Background: an optimization exercise with open tools, aiming at small area, a short achievable clock period and few clock cycles. Do not read the settings as production practice.
Function was checked by simulation only, so behaviour that the tests miss may differ from the original.
The clock port is modelled as an ideal driver, which makes a skipped or thinned clock tree look cheaper than it is; a real chip needs a root buffer or a tree.
No activity file was given, so power comes from the tool's default toggle rates.

## maple
Design rle_export, start of the top module:
module rle_export (
    input  wire        clk,
    input  wire        rst,         
    input  wire        start,
    input  wire [15:0] cfg_w,
    input  wire [15:0] cfg_h,
    input  wire [15:0] cfg_tilew,
    input  wire [4:0]  cfg_levels,
    input  wire        cfg_invert,
    output wire        busy,
    output wire        done,
    output reg  [7:0]  errcode,
    input  wire        pix_valid,
    output wire        pix_ready,
    input  wire [23:0] pix_rgb,
    output reg         out_valid,
    input  wire        out_ready,
    output reg  [7:0]  out_byte,
    output reg         out_last
);
==> flow/config.mk <==
export PLATFORM = sky130hd
export DESIGN_NAME = rle_export
export DESIGN_NICKNAME = rle_export
export VERILOG_FILES = /design/flow/design.v
export SDC_FILE = /design/flow/constraint.sdc
export NUM_CORES = 4
export LEC_CHECK = 0
export ABC_AREA = 1
export CAP_MARGIN = 20
export CORE_MARGIN = 2
export CORE_UTILIZATION = 40
export PLACE_DENSITY = 0.6
export SLEW_MARGIN = 20
==> flow/constraint.sdc <==
create_clock -name core_clock -period 23.0 [get_ports {clk}]
set_input_delay 4.6000 -clock core_clock [delete_from_list [all_inputs] [get_ports {clk}]]
set_output_delay 4.6000 -clock core_clock [all_outputs]
set_load 0.01 [all_outputs]
standard.sh (not shown) runs the stock make flow with config.mk's settings and CLKGATE_MAP_FILE= SYNTH_SCRIPT=/design/flow/synth_recipe.tcl, a recipe that flattens the netlist after the stock synthesis.
==> flow/flow/run.sh <==
#!/bin/bash
# The standard layout, with the port buffers made of buf_2 cells instead
# of the slow default buffer that buffer_ports picks, and timing repair
# aiming for 17.35 ns of setup slack.
set -euo pipefail
export BUFFER_PORTS_ARGS="-buffer_cell sky130_fd_sc_hd__buf_2"
export SETUP_SLACK_MARGIN=17.35
bash standard.sh > standard.log 2>&1
Testbench counts of maple, summed over its fixed seeds: cycles 64,512.
Relative to maple, the following input files were edited for raven:
==> flow/run.sh (new file) <==
#!/bin/bash
# synth_recipe.tcl (not shown) runs the flow's synth.tcl, then flattens the netlist and writes it again
# the make line also repeats each setting of config.mk as NAME=value (left out here)
make -C /OpenROAD-flow-scripts/flow DESIGN_CONFIG=/design/flow/config.mk WORK_HOME=/design/flow/orfs CLKGATE_MAP_FILE= SYNTH_SCRIPT=/design/flow/synth_recipe.tcl finish
removed: flow/flow/run.sh
removed: flow/standard.sh
[summary]
raven ended with every stage complete and zero timing, DRC or antenna violations.
As far as total number of nets in the final design is concerned, raven and maple perform about the same.
Changes observed in raven relative to maple: switching power shows a reduction of about 3.5%, total power divided by cell area shows a reduction of 2.9 mW/mm^2, number of instances in the synthesized netlist shows no meaningful change, share of total power in combinational logic shows a reduction of 1.1 points.
Inputs modified between raven and sierra:
==> flow/flow/run.sh (new file) <==
#!/bin/bash
# The standard layout, with the port buffers made of buf_2 cells instead
# of the slow default buffer that buffer_ports picks.
set -euo pipefail
export BUFFER_PORTS_ARGS="-buffer_cell sky130_fd_sc_hd__buf_2"
bash standard.sh > standard.log 2>&1
==> flow/standard.sh (new file) <==
#!/bin/bash
# synth_recipe.tcl (not shown) runs the flow's synth.tcl, then flattens the netlist and writes it again
# the make line also repeats each setting of config.mk as NAME=value (left out here)
make -C /OpenROAD-flow-scripts/flow DESIGN_CONFIG=/design/flow/config.mk WORK_HOME=/design/flow/orfs CLKGATE_MAP_FILE= SYNTH_SCRIPT=/design/flow/synth_recipe.tcl "${@:-finish}"
removed: flow/run.sh
==> run notes <==
Delta (sierra minus raven): routed length on met3 -about 14%, via count now larger. The final period utilization of sierra falls short of that of raven by 1.4 points. sky130_fd_sc_hd__a21boi_0 as the standard cell with the maximum stage delay on the critical path was reported by sierra, and sky130_fd_sc_hd__clkdlybuf4s50_1 by raven. Summary of sierra over raven: sequential power was more or less identical, global-route usage over all layers was more or less identical, met2 global-route usage went up by 1.2 points. Changes observed in sierra relative to raven: power went down by about 0.4%; core utilization of the finished layout went down by 1.9 points.
Inputs modified between sierra and willow:
==> flow/flow/run.sh <==
#!/bin/bash
# The standard layout, with the port buffers made of buf_2 cells instead
# of the slow default buffer that buffer_ports picks, and timing repair
# aiming for 16.9 ns of setup slack.
set -euo pipefail
export BUFFER_PORTS_ARGS="-buffer_cell sky130_fd_sc_hd__buf_2"
export SETUP_SLACK_MARGIN=16.9
bash standard.sh > standard.log 2>&1
--- outcome ---
- Taking sierra as the reference, in willow sum of internal, switching and leakage power went down 0.000025 W; worst hold-check slack picked up an extra 0.0038 ns; share of cell area taken by flip-flops and latches went up by 0.17 points; final HPWL from detailed placement essentially unchanged; vias after detailed routing held steady.
- willow -> sierra: number of nets with antenna violations after detailed routing delta 0, exact match

========
Another version of the RTL of rle_export (not shown whole).
Size in the first run: ~1100 cells after synthesis, about 160 flip-flops, roughly 9500 sq um of cells after synthesis.
Settings: LEC_CHECK=0, ABC_AREA=1, CAP_MARGIN=20, CORE_MARGIN=2, CORE_UTILIZATION=40, CTS_BUF_LIST=sky130_fd_sc_hd__clkbuf_8, PLACE_DENSITY=0.6, SLEW_MARGIN=20; clock period 23.0 ns.
==> flow/flow/run.sh <==
#!/bin/bash
# The standard layout with three changes in how it is made:
#  - the port buffers are buf_1 cells (repair upsizes the ones on critical
#    paths) instead of the slow default buffer that buffer_ports picks;
#  - timing repair aims for more setup slack than the clock period needs;
#  - the clock tree is a balanced two-level tree built by flow/cts_manual.tcl
#    in place of TritonCTS (the clock port drives 4 buffers).
set -euo pipefail
export BUFFER_PORTS_ARGS="-buffer_cell sky130_fd_sc_hd__buf_1"
export SETUP_SLACK_MARGIN=17.6
export PRE_CTS_TCL="$PWD/flow/cts_manual.tcl"
bash standard.sh > standard.log 2>&1
==> flow/flow/cts_manual.tcl <==
# Sourced by ORFS's cts.tcl before its clock_tree_synthesis call (PRE_CTS_TCL).
# Replaces TritonCTS with a shallow, balanced two-level tree: the clock port
# drives NR root buffers, each root drives a contiguous group of the NB leaf
# buffers, and each leaf buffer drives one cluster of flip-flops, the
# clusters found by capacitated k-means on the flip-flops' positions.
# All registers see the same number of buffers between the port and their
# clock pin.

set ::cts_nb 8
set ::cts_nr 4
set ::cts_leaf sky130_fd_sc_hd__clkbuf_16
set ::cts_root sky130_fd_sc_hd__clkbuf_8

proc manual_leaves {nb master_name} {
  set db [ord::get_db]
  set block [ord::get_db_block]
  set clk [$block findNet clk]
  set master [$db findMaster $master_name]
  set sinks {}
  foreach it [$clk getITerms] {
    if {[[$it getMTerm] getName] eq "CLK"} { lappend sinks $it }
  }
  set pts {}
  foreach it $sinks {
    set bb [[$it getInst] getBBox]
    lappend pts [list [expr {([$bb xMin]+[$bb xMax])/2}] [expr {([$bb yMin]+[$bb yMax])/2}]]
  }
  set n [llength $pts]
  set die [$block getDieArea]
  set W [$die dx]; set H [$die dy]
  set g [expr {int(ceil(sqrt($nb)))}]
  set rows [expr {($nb + $g - 1) / $g}]
  set cents {}
  for {set k 0} {$k < $nb} {incr k} {
    lappend cents [list [expr {($k % $g + 0.5) * $W / $g}] [expr {(int($k / $g) + 0.5) * $H / $rows}]]
  }
  set cap [expr {int(ceil(double($n) / $nb)) + 2}]
  for {set iter 0} {$iter < 30} {incr iter} {
    set pairs {}
    for {set i 0} {$i < $n} {incr i} {
      lassign [lindex $pts $i] x y
      for {set k 0} {$k < $nb} {incr k} {
        lassign [lindex $cents $k] cx cy
        lappend pairs [list [expr {abs($x-$cx)+abs($y-$cy)}] $i $k]
      }
    }
    set pairs [lsort -real -index 0 $pairs]
    set assign [lrepeat $n -1]
    set cnt [lrepeat $nb 0]
    foreach p $pairs {
      lassign $p d i k
      if {[lindex $assign $i] >= 0} continue
      if {[lindex $cnt $k] >= $cap} continue
      lset assign $i $k
      lset cnt $k [expr {[lindex $cnt $k] + 1}]
    }
    set sx [lrepeat $nb 0.0]; set sy [lrepeat $nb 0.0]
    for {set i 0} {$i < $n} {incr i} {
      set k [lindex $assign $i]
      lassign [lindex $pts $i] x y
      lset sx $k [expr {[lindex $sx $k] + $x}]
      lset sy $k [expr {[lindex $sy $k] + $y}]
    }
    for {set k 0} {$k < $nb} {incr k} {
      set c [lindex $cnt $k]
      if {$c > 0} { lset cents $k [list [expr {[lindex $sx $k]/$c}] [expr {[lindex $sy $k]/$c}]] }
    }
  }
  for {set k 0} {$k < $nb} {incr k} {
    set net [odb::dbNet_create $block "clknet_leaf_$k"]
    $net setSigType CLOCK
    set inst [odb::dbInst_create $block $master "clkbuf_leaf_$k"]
    lassign [lindex $cents $k] cx cy
    $inst setLocation [expr {int($cx)}] [expr {int($cy)}]
    $inst setPlacementStatus PLACED
    $inst setSourceType TIMING
    [$inst findITerm A] connect $clk
    [$inst findITerm X] connect $net
    set nets($k) $net
  }
  for {set i 0} {$i < $n} {incr i} {
    set it [lindex $sinks $i]
    $it disconnect
    $it connect $nets([lindex $assign $i])
  }
  puts "manual clock tree: $n sinks in $nb clusters of $cnt"
}

proc manual_roots {nr master_name} {
  set db [ord::get_db]
  set block [ord::get_db_block]
  set clk [$block findNet clk]
  set master [$db findMaster $master_name]
  set lx {}
  foreach it [$clk getITerms] {
    set bb [[$it getInst] getBBox]
    lappend lx [list [$bb xMin] [$bb yMin] $it]
  }
  set lx [lsort -integer -index 0 $lx]
  set nl [llength $lx]
  set per [expr {int(ceil(double($nl) / $nr))}]
  for {set r 0} {$r < $nr} {incr r} {
    set grp [lrange $lx [expr {$r * $per}] [expr {($r + 1) * $per - 1}]]
    if {[llength $grp] == 0} continue
    set sx 0; set sy 0
    foreach e $grp { set sx [expr {$sx + [lindex $e 0]}]; set sy [expr {$sy + [lindex $e 1]}] }
    set net [odb::dbNet_create $block "clknet_root_$r"]
    $net setSigType CLOCK
    set inst [odb::dbInst_create $block $master "clkbuf_root_$r"]
    $inst setLocation [expr {$sx / [llength $grp]}] [expr {$sy / [llength $grp]}]
    $inst setPlacementStatus PLACED
    $inst setSourceType TIMING
    [$inst findITerm A] connect $clk
    [$inst findITerm X] connect $net
    foreach e $grp { set it [lindex $e 2]; $it disconnect; $it connect $net }
  }
  puts "manual clock tree: $nl leaf buffers under $nr root buffers"
}

rename clock_tree_synthesis orfs_clock_tree_synthesis
proc clock_tree_synthesis {args} {
  global cts_nb cts_nr cts_leaf cts_root
  manual_leaves $cts_nb $cts_leaf
  manual_roots $cts_nr $cts_root
  set_propagated_clock [all_clocks]
}
The baseline went through all stages and came out clean.
Testbench counts at the start, summed over its fixed seeds: cycles 64,768.
Change:
--- a/flow/flow/run.sh
+++ b/flow/flow/run.sh
@@ -1,3 +1,6 @@
 #!/bin/bash
-# The standard layout with three changes in how it is made:
+# The standard layout with four changes in how it is made:
+#  - synthesis is the standard synthesis script, run with ORFS's scripts
+#    except for ABC's area script (flow/abc_area.script, an area-recovering
+#    mapping); registers are mapped before ABC runs, so they are the same;
 #  - the port buffers are buf_1 cells (repair upsizes the ones on critical
@@ -9,4 +12,8 @@
 export BUFFER_PORTS_ARGS="-buffer_cell sky130_fd_sc_hd__buf_1"
-export SETUP_SLACK_MARGIN=17.6
+export SETUP_SLACK_MARGIN=17.8
 export PRE_CTS_TCL="$PWD/flow/cts_manual.tcl"
+rm -rf scripts_abc
+cp -r "$FLOW_HOME/scripts" scripts_abc
+cp flow/abc_area.script scripts_abc/abc_area.script
+SCRIPTS_DIR="$PWD/scripts_abc" bash standard.sh synth > synth.log 2>&1
 bash standard.sh > standard.log 2>&1
==> flow/flow/abc_area.script (new file) <==
&get -n
&st
&dch
&nf -a
&put
topo
--- a/flow/flow/cts_manual.tcl
+++ b/flow/flow/cts_manual.tcl
@@ -8,5 +8,5 @@
 
-set ::cts_nb 8
+set ::cts_nb 12
 set ::cts_nr 4
-set ::cts_leaf sky130_fd_sc_hd__clkbuf_16
+set ::cts_leaf sky130_fd_sc_hd__clkbuf_8
 set ::cts_root sky130_fd_sc_hd__clkbuf_8
Settings changed: PLACE_DENSITY 0.6 to 0.85.
The new run finished clean; routed wire length is lower by 4.8%; global-route usage is lower by 0.22 points; final area is lower by 3.2%; utilization is higher by 1.5 points; flip-flop and latch count is unchanged.
Change:
==> flow/flow/run.sh (replaced) <==
#!/bin/bash
# The standard layout with three changes in how it is made:
#  - the port buffers are buf_1 cells (repair upsizes the ones on critical
#    paths) instead of the slow default buffer that buffer_ports picks;
#  - timing repair aims for more setup slack than the clock period needs;
#  - the clock tree is a balanced two-level tree built by flow/cts_manual.tcl
#    in place of TritonCTS (the clock port drives 4 buffers).
set -euo pipefail
export BUFFER_PORTS_ARGS="-buffer_cell sky130_fd_sc_hd__buf_1"
export SETUP_SLACK_MARGIN=17.45
export PRE_CTS_TCL="$PWD/flow/cts_manual.tcl"
bash standard.sh > standard.log 2>&1
--- a/flow/flow/cts_manual.tcl
+++ b/flow/flow/cts_manual.tcl
@@ -8,6 +8,6 @@
 
-set ::cts_nb 12
-set ::cts_nr 4
-set ::cts_leaf sky130_fd_sc_hd__clkbuf_8
-set ::cts_root sky130_fd_sc_hd__clkbuf_8
+set cts_nb 8
+set cts_nr 4
+set cts_leaf sky130_fd_sc_hd__clkbuf_16
+set cts_root sky130_fd_sc_hd__clkbuf_16
 
@@ -124,2 +124,3 @@
   manual_roots $cts_nr $cts_root
+  [ord::get_db_block] findNet clk
   set_propagated_clock [all_clocks]
Settings changed: PLACE_DENSITY 0.85 to 0.6.
removed: flow/flow/abc_area.script
What happened: The new run ended with an error in 4_1_cts; area after synthesis rose by a few percent; synthesized cell count rises by a quarter to a third.
Change:
--- a/flow/flow/cts_manual.tcl
+++ b/flow/flow/cts_manual.tcl
@@ -8,6 +8,6 @@
 
-set cts_nb 8
-set cts_nr 4
-set cts_leaf sky130_fd_sc_hd__clkbuf_16
-set cts_root sky130_fd_sc_hd__clkbuf_16
+set ::cts_nb 8
+set ::cts_nr 4
+set ::cts_leaf sky130_fd_sc_hd__clkbuf_16
+set ::cts_root sky130_fd_sc_hd__clkbuf_16
 
@@ -124,3 +124,2 @@
   manual_roots $cts_nr $cts_root
-  [ord::get_db_block] findNet clk
   set_propagated_clock [all_clocks]
Effect: This time the run passed the timing, design-rule and antenna checks; area after synthesis stays the same; synthesized cell count stays the same.
The clock cells of the first, second and fourth runs of this note come from the design's own scripts or RTL, not from TritonCTS.

[separate check: timing with driven ports]
No port has a modelled driver above. Below, the same layouts with a new extraction and two added sets of constraints. Step 1 (the two cells are an assumption about what drives the block):
set clk [get_ports {clk}]
set_driving_cell -lib_cell sky130_fd_sc_hd__clkbuf_16 $clk
set_driving_cell -lib_cell sky130_fd_sc_hd__buf_2 [delete_from_list [all_inputs] $clk]
Step 2 moves the port delays by t, midway between the first and last clock arrival at a register: inputs arrive t later, outputs are due t later. That takes back most of the time a late clock gives input paths. a / b / c = ideal ports / drivers / drivers and shift; a / b = the first two.
| run | t, ns | slack for setup (ns) | worst setup path after step 2 | worst data-port slew with drivers (ns) |
|---|---|---|---|---|
| maple | 0.469 | 17.381 / 17.339 / 16.986 | input to register | 0.05 |
| raven | 0.469 | 16.809 / 16.834 / 16.365 | input to register | 0.06 |
| sierra | 0.467 | 17.123 / 17.144 / 16.677 | input to register | 0.06 |
| willow | 0.465 | 17.106 / 17.129 / 16.665 | input to register | 0.06 |
| the first run of note 2 | 0.366 | 17.581 / 17.508 / 17.425 | input to register | 0.06 |
| the second run of note 2 | 0.355 | 17.578 / 17.513 / 17.539 | input to register | 0.06 |
| the fourth run of note 2 | 0.366 | 17.542 / 17.456 / 17.427 | input to register | 0.06 |
After both steps every run listed still meets setup and hold. The setup slack of sierra, which loses most, moves by +0.021 ns with the drivers and by -0.446 ns with both steps.
